This design comes from an exercise in tuning for small area on the open sky130 flow, not from production work.
Where RTL was checked, it was by simulation tests only, not by an equivalence proof against the original.
Power and IR drop assume default switching activity.

== run A ==
==> flow/design.v (excerpt) <==
module av2_rx_engine (
    input  wire       clk,
    input  wire       rst,           
    input  wire       rx_valid,      
    input  wire [7:0] rx_data,
    input  wire       rx_err,        
    input  wire [7:0] rd_addr,
    output reg  [7:0] rd_data,
    output reg        ev_commit,     
    output wire [2:0] ev_sub,
    output reg        ev_ready,      
    output reg        ev_error,      
    output wire [3:0] ev_err_code
);
    integer i;
    reg [5:0] cnt;
    reg       hbad;         
    reg [2:0] sub;          
    reg       lenok;        
    wire st_ovr = cnt[5] & cnt[0];
    wire st_err = cnt[5] & cnt[1];
    wire st_hold = st_ovr | st_err;
    wire is_eol  = (rx_data == 8'hFF);
    wire dbyte   = rx_valid & ~rx_err & ~is_eol;
    wire eol     = rx_valid & ~rx_err & is_eol;
    wire ws = (rx_data >= 8'h09 && rx_data <= 8'h0D) || rx_data == 8'h20;
    wire hdr_match = (cnt[2:0] == 3'd0 && rx_data == 8'h23) ||
                     (cnt[2:0] == 3'd1 && rx_data == 8'h41) ||
  ...
Size: about 950 cells after synthesis, about 410 flip-flops, ~38 I/O pins.
export LEC_CHECK = 0
export CAP_MARGIN = 20
export CORE_MARGIN = 2
export CORE_UTILIZATION = 65
export PLACE_DENSITY = 0.75
export SLEW_MARGIN = 20
export SYNTH_HIERARCHICAL = 1
create_clock -name core_clock -period 10.0 [get_ports {clk}]
standard.sh (not shown) runs the stock make flow with config.mk's settings and CLKGATE_MAP_FILE= SYNTH_SCRIPT=/design/flow/synth_recipe.tcl, a recipe that flattens the netlist after the stock synthesis.
==> flow/flow/run.sh <==
#!/bin/bash
# Layout flow: the standard flow (standard.sh, unchanged synthesis) with
# these layout choices changed:
#  - port buffers use the smallest buffer cell (sky130_fd_sc_hd__buf_1);
#  - clock tree synthesis inserts no dummy loads and clusters up to 17 sinks under sky130_fd_sc_hd__clkbuf_8 buffers;
#  - after floorplan, combinational cells are set to their smallest drive
#    (flow/downsize.tcl); placement's repairs size up what needs it.
# All of make's output goes to flow_make.log in the work folder; ORFS keeps
# each tool's own log under orfs/logs/.
set -euo pipefail
export BUFFER_PORTS_ARGS="-buffer_cell sky130_fd_sc_hd__buf_1"
export POST_FLOORPLAN_TCL="$PWD/flow/downsize.tcl"
export CTS_ARGS="-sink_clustering_enable -repair_clock_nets -sink_clustering_size 17 -sink_clustering_max_diameter 80 -dont_use_dummy_load -buf_list sky130_fd_sc_hd__clkbuf_8 -root_buf sky130_fd_sc_hd__clkbuf_8 -sink_clustering_buffer sky130_fd_sc_hd__clkbuf_8"
bash standard.sh finish > flow_make.log 2>&1
==> flow/flow/downsize.tcl <==
# Sourced after floorplan (POST_FLOORPLAN_TCL): set every combinational cell
# to the smallest drive strength of its function. Placement's repair_design
# and the later timing repairs size up whatever then needs it.
set n 0
foreach inst [[ord::get_db_block] getInsts] {
  set master [[$inst getMaster] getName]
  if {![regexp {^(sky130_fd_sc_hd__[a-z0-9]+)_([0-9]+)$} $master -> base drive]} { continue }
  if {[regexp {df|dl|clk|buf|conb|tap|fill|decap|diode|probe} $base]} { continue }
  set best ""
  set best_area 1e9
  foreach d {0 1 2} {
    set cand [get_lib_cells -quiet ${base}_$d]
    if {$cand eq ""} { continue }
    set m [[ord::get_db] findMaster ${base}_$d]
    if {$m eq "NULL" || $m eq ""} { continue }
    set a [expr {[$m getWidth] * [$m getHeight]}]
    if {$a < $best_area} { set best_area $a; set best ${base}_$d }
  }
  set cur [[ord::get_db] findMaster $master]
  if {$best ne "" && $best ne $master && $best_area < [$cur getWidth] * [$cur getHeight]} {
    replace_cell [$inst getName] $best
    incr n
  }
}
puts "downsize.tcl: resized $n instances"
> inputs changed (run A -> run D)
diff --git a/flow/design.v b/flow/design.v
--- a/flow/design.v
+++ b/flow/design.v
@@ -132,61 +132,61 @@
     reg [2:0] spk_size [0:3];
     reg [1:0] spk_cfg;
     reg [7:0] spk_dist [0:7];
     reg [5:0] spk_level [0:7];                  
     reg [7:0] sw_major, sw_minor;
     reg [7:0] fw_major, fw_minor, fw_patch;
     function [4:0] lab5(input [7:0] b);
         lab5 = (b <= 8'd20) ? b[4:0] : 5'h1F;
     endfunction
-    wire [7:0] s_mode_b = stg_d[1];
+    wire [7:0] s_mode_b = stg_d[3];
     wire [3:0] s_input  = (s_mode_b[3:0] >= 4'd1 && s_mode_b[3:0] <= 4'd11) ? s_mode_b[3:0] : 4'd0;
-    wire [7:0] s_dec_b  = stg_d[3];
+    wire [7:0] s_dec_b  = stg_d[6];
     wire [5:0] s_dec    = (s_dec_b <= 8'd23 || (s_dec_b >= 8'd48 && s_dec_b <= 8'd55)) ?
                           s_dec_b[5:0] : 6'h3F;
     wire cm_sys = commit & (sub == 3'd0);
     wire cm_inp = commit & (sub == 3'd1);
     wire cm_spk = commit & (sub == 3'd2);
     wire cm_swv = commit & (sub == 3'd3);
     wire cm_fwv = commit & (sub == 3'd4);
     always @(posedge clk) begin
         if (cm_sys) begin
-            sys_flags  <= stg_d[0];
+            sys_flags  <= stg_d[2];
             sys_mode   <= {s_mode_b[7:4], s_input};
-            sys_vol    <= stg_d[2];
+            sys_vol    <= stg_d[4];
             sys_decode <= s_dec;
         end
         if (cm_inp) begin
             for (i = 0; i < 8; i = i + 1)
-                inp_label[i] <= stg_l[i][4:0];
+                inp_label[i] <= stg_l[(i + 2) % 8][4:0];
             inp_label[8]  <= lab5(stg_d[2]);
             inp_label[9]  <= lab5(stg_d[3]);
             inp_panorama  <= (stg_d[4] != 8'd0);
             inp_width     <= stg_d[5];
             inp_depth     <= stg_d[6];
         end
         if (cm_spk) begin
             for (i = 0; i < 4; i = i + 1)
                 spk_size[i] <= stg_s[i];
             spk_cfg <= stg_c;
             for (i = 0; i < 8; i = i + 1) begin
                 spk_dist[i]  <= stg_d[i];
                 spk_level[i] <= stg_l[i];
             end
         end
         if (cm_swv) begin
-            sw_major <= stg_d[0];
-            sw_minor <= stg_d[1];
+            sw_major <= stg_d[2];
+            sw_minor <= stg_d[3];
         end
         if (cm_fwv) begin
-            fw_major <= stg_d[0];
-            fw_minor <= stg_d[1];
-            fw_patch <= stg_d[2];
+            fw_major <= stg_d[2];
+            fw_minor <= stg_d[3];
+            fw_patch <= stg_d[4];
         end
     end
     wire        s_prog, s_dec_rst;
     wire [3:0]  s_sys;
     wire [12:0] s_inp;
     wire [4:0]  s_spk;
     wire [7:0]  s_dist, s_lvl;
     wire [1:0]  s_sw;
     wire [2:0]  s_fw;
@@ -643,29 +643,35 @@
     wire [7:0] lraw  = (b > 8'd60) ? 8'd60 : b;
     wire [7:0] lvl   = lraw - 8'd30;
     assign size = (b >= 8'd1 && b <= 8'd4) ? b[2:0] : 3'd0;
     assign nz   = (b != 8'd0);
     assign l6   = lab_mode ? {1'b0, label} : lvl[5:0];
 endmodule
 module av2_rx_slot_en (
     input  wire [5:0] cnt,
     input  wire       wr,
-    input  wire       c_grp,
+    input  wire       c_grp,       
     input  wire       c_inp,
-    output reg  [3:0] en_s,
-    output reg  [1:0] en_c,
-    output reg  [7:0] en_d,
-    output reg  [7:0] en_l
+    output wire [3:0] en_s,
+    output wire [1:0] en_c,
+    output wire [7:0] en_d,
+    output wire [7:0] en_l
 );
-    integer i;
-    always @* begin
-        for (i = 0; i < 4; i = i + 1) en_s[i] = wr & (cnt == 6 + i);
-        en_c[0] = wr & (cnt == 6'd10);
-        en_c[1] = wr & (cnt == 6'd11);
-        en_d[0] = wr & ((cnt == 6'd6)  | ((cnt == 6'd12) & ~c_grp));
-        en_d[1] = wr & ((cnt == 6'd7)  | ((cnt == 6'd13) & ~c_grp));
-        en_d[2] = wr & ((cnt == 6'd8)  | ((cnt == 6'd14) & ~c_grp));
-        en_d[3] = wr & ((cnt == 6'd10) | ((cnt == 6'd15) & ~c_grp));
-        for (i = 4; i < 8; i = i + 1) en_d[i] = wr & (cnt == 12 + i);
-        for (i = 0; i < 8; i = i + 1) en_l[i] = wr & ((cnt == 6 + i) | ((cnt == 20 + i) & ~c_inp));
-    end
+    wire [7:0] lo = 8'd1 << cnt[2:0];
+    wire [3:0] hi = {4{wr & ~cnt[5]}} & (4'd1 << cnt[4:3]);    
+    wire [31:0] p;
+    genvar n;
+    generate for (n = 0; n < 32; n = n + 1) begin : g_p
+        assign p[n] = hi[n / 8] & lo[n % 8];
+    end endgenerate
+    wire h_d2 = (hi[1] & ~c_grp) | hi[0];    
+    wire h_d4 = (hi[2] & ~c_grp) | hi[1];    
+    wire h_l0 = (hi[2] & ~c_inp) | hi[1];    
+    wire h_l2 = (hi[2] & ~c_inp) | hi[0];    
+    wire h_l4 = (hi[3] & ~c_inp) | hi[1];    
+    assign en_s = p[9:6];
+    assign en_c = p[11:10];
+    assign en_d = {p[19], lo[2] & h_d4, p[17], lo[0] & h_d4, lo[7] & h_d2, lo[6] & h_d2,
+                   p[13], p[12]};
+    assign en_l = {lo[3] & h_l4, lo[2] & h_l4, lo[1] & h_l4, lo[0] & h_l4,
+                   lo[7] & h_l2, lo[6] & h_l2, lo[5] & h_l0, lo[4] & h_l0};
 endmodule
[summary]
- Routed wire in run D totals more than in run A.
- Where cell area is concerned, run A is better than run D.
- Between run A and run D, non-clock buffer count increased.
- Run D vs. run A: utilization rose by 0.28 points, number of antenna violations at the first check in global routing rose by 1.
- When run D is measured against run A, its part of the cycle the worst path needs turns out 0.48 points lower.
- The portion of netlist area occupied by mux cells of run D and that of run A are within noise of each other.
- Status: power parity (run D, run A)
- Achievable clock frequency, run D and run A: higher on run D
- Run A and run D ended up with roughly the same clock skew.
- Total of max-cap violations: run A vs run D identical
- NOTE: worst setup slack in run D exceeds that of run A
Function not checked in run D: the RTL went through the layout flow alone.

* * *

Another version of the RTL of av2_rx_engine (not shown whole).
For scale: roughly 410 flip-flops, about 38 I/O pins, roughly 0.016 mm² of cells after synthesis.
Settings: LEC_CHECK=0, CAP_MARGIN=20, CORE_MARGIN=2, CORE_UTILIZATION=65, CTS_CLUSTER_DIAMETER=120, CTS_CLUSTER_SIZE=24, PLACE_DENSITY=0.75, SLEW_MARGIN=20, SYNTH_HIERARCHICAL=1; clock period 10.0 ns.
run.sh (not shown) runs the stock make flow with config.mk's settings and CLKGATE_MAP_FILE= SYNTH_SCRIPT=/design/flow/synth_recipe.tcl, a recipe that flattens the netlist after the stock synthesis.
Stock flow here: none of the scripts above is used.
The starting point completed with no timing, DRC or antenna violations.
Next try:
--- a/flow/design.v
+++ b/flow/design.v
@@ -17,30 +17,25 @@
     reg       hbad;         
     reg [2:0] sub;          
     reg       lenok;        
     wire st_ovr = cnt[5] & cnt[0];
     wire st_err = cnt[5] & cnt[1];
     wire st_hold = st_ovr | st_err;
     wire is_eol  = (rx_data == 8'hFF);
     wire dbyte   = rx_valid & ~rx_err & ~is_eol;
     wire eol     = rx_valid & ~rx_err & is_eol;
     wire ws = (rx_data >= 8'h09 && rx_data <= 8'h0D) || rx_data == 8'h20;
-    reg [7:0] hdr_exp;
-    always @* begin
-        case (cnt[2:0])
-            3'd0: hdr_exp = 8'h23;
-            3'd1: hdr_exp = 8'h41;
-            3'd2: hdr_exp = 8'h56;
-            3'd3: hdr_exp = 8'h32;
-            default: hdr_exp = 8'h20;
-        endcase
-    end
+    wire hdr_match = (cnt[2:0] == 3'd0 && rx_data == 8'h23) ||
+                     (cnt[2:0] == 3'd1 && rx_data == 8'h41) ||
+                     (cnt[2:0] == 3'd2 && rx_data == 8'h56) ||
+                     (cnt[2:0] == 3'd3 && rx_data == 8'h32) ||
+                     (cnt[2:0] == 3'd4 && rx_data == 8'h20);
     reg [2:0] code_sub;
     always @* begin
         case (rx_data)
             8'h69: code_sub = 3'd0;
             8'h6A: code_sub = 3'd1;
             8'h6B: code_sub = 3'd2;
             8'h6C: code_sub = 3'd3;
             8'h6D: code_sub = 3'd4;
             8'h6E: code_sub = 3'd5;
             default: code_sub = 3'd7;
@@ -61,63 +56,57 @@
     wire c_inp = (sub == 3'd1);
     wire c_spk = (sub == 3'd2);
     wire c_grp = c_sys | (sub == 3'd3) | (sub == 3'd4);    
     wire hdr_ok = (cnt >= 6'd5) & ~hbad & ~st_hold;
     wire known  = (cnt >= 6'd6) & ~st_hold & (sub[2:1] != 2'b11);
     wire commit = eol & hdr_ok & known & lenok;
     wire err1   = eol & ~st_hold & ~hdr_ok;
     wire err6   = eol & hdr_ok & known & ~lenok;
     wire err7   = eol & st_ovr;
     reg [5:0] progress;
-    reg       ready;
-    reg [2:0] ev_x;
-    assign ev_sub      = ev_x;
-    assign ev_err_code = {1'b0, ev_x};
+    reg [1:0] ev_e;         
+    wire ready = &progress[4:0];
+    assign ev_sub      = sub;
+    assign ev_err_code = {1'b0, ev_e[1], ev_e[1] | ev_e[0], ~ev_e[1] | ev_e[0]};
     wire [5:0] prog_new = progress | (6'd1 << sub);
     always @(posedge clk) begin
         if (rst) begin
             cnt <= 6'd0;
         end else if (rx_err) begin
             cnt <= 6'd34;
         end else if (rx_valid) begin
             if (is_eol)
                 cnt <= 6'd0;
             else if (!st_hold)
                 cnt <= cnt + 6'd1;
         end
         if (dbyte) begin
-            if (cnt == 6'd0)
-                hbad <= (rx_data != hdr_exp);
-            else if (cnt < 6'd5)
-                hbad <= hbad | (rx_data != hdr_exp);
+            if (cnt[5:3] == 3'd0 && (cnt[2:0] <= 3'd4))
+                hbad <= (hbad & (cnt[2:0] != 3'd0)) | ~hdr_match;
             if (cnt == 6'd5) begin
                 sub   <= code_sub;
                 lenok <= (rx_data == 8'h6E);
             end else if (!ws && past_thr) begin
                 lenok <= 1'b1;
             end
         end
         ev_commit <= ~rst & commit;
         ev_error  <= ~rst & (rx_err | err1 | err6 | err7);
         ev_ready  <= ~rst & commit & ~ready & (&prog_new[4:0]);
-        if (rx_err)     ev_x <= 3'd3;
-        else if (err7)  ev_x <= 3'd7;
-        else if (err1)  ev_x <= 3'd1;
-        else if (err6)  ev_x <= 3'd6;
-        else            ev_x <= sub;
-        if (rst) begin
+        if (rx_err)     ev_e <= 2'd1;
+        else if (err7)  ev_e <= 2'd3;
+        else if (err6)  ev_e <= 2'd2;
+        else            ev_e <= 2'd0;
+        if (rst)
             progress <= 6'd0;
-            ready    <= 1'b0;
-        end else if (commit) begin
+        else if (commit)
             progress <= prog_new;
-            if (&prog_new[4:0]) ready <= 1'b1;
-        end
     end
     reg [2:0] stg_s [0:3];
     reg [1:0] stg_c;
     reg [7:0] stg_d [0:7];
     reg [5:0] stg_l [0:7];
     wire [2:0] w_size;
     wire       w_nz;
     wire [5:0] w_l;
     av2_rx_wdec u_wdec (.b(rx_data), .lab_mode(c_inp), .size(w_size), .nz(w_nz), .l6(w_l));
     wire [3:0]  en_s;
The new run ran to the end with no violations.
Hold slack gets worse by 14 ps.
Synthesized area drops by 1.6%.
Worst setup slack gets worse by 54 ps.
Non-clock buffer count drops by 3.
Register-to-register slack gets better by 1000 ps.
Fmax drops by 0.71%.
Sequential share of layout area climbs by 0.62 points.
Critical path depth stays the same.

afterwards: timing with drivers on the ports:
Ports are ideal in the flow. The routed layouts listed here were re-timed in OpenROAD. Step 1: set_driving_cell puts a clkbuf_16 on clk and a buf_2 on each other input, an assumption about the parent block. Step 2 moves the port delays by t, midway between the first and last clock arrival at a register: inputs arrive t later, outputs are due t later. That takes back most of the time a late clock gives input paths. Three values: ideal ports, drivers, drivers and shift; two values: the first two.
run	shift t [ns]	setup WS [ns]	worst setup path at the end	slew at the worst register clock pin (ns)	worst data-port slew with drivers (ns)
run A	0.630	3.230 / 3.206 / 3.206	input to output	0.11 / 0.11	0.04
run D	0.631	3.277 / 3.252 / 3.252	input to output	0.11 / 0.11	0.09
the first run of note 2	0.583	2.448 / 2.427 / 2.427	input to output	0.10 / 0.10	0.04
the second run of note 2	0.560	2.395 / 2.344 / 2.344	input to output	0.10 / 0.10	0.07
After both steps setup and hold are still met in every run listed. The setup slack of the second run of note 2, which loses most, moves by -0.051 ns with the drivers and by -0.051 ns with both steps.
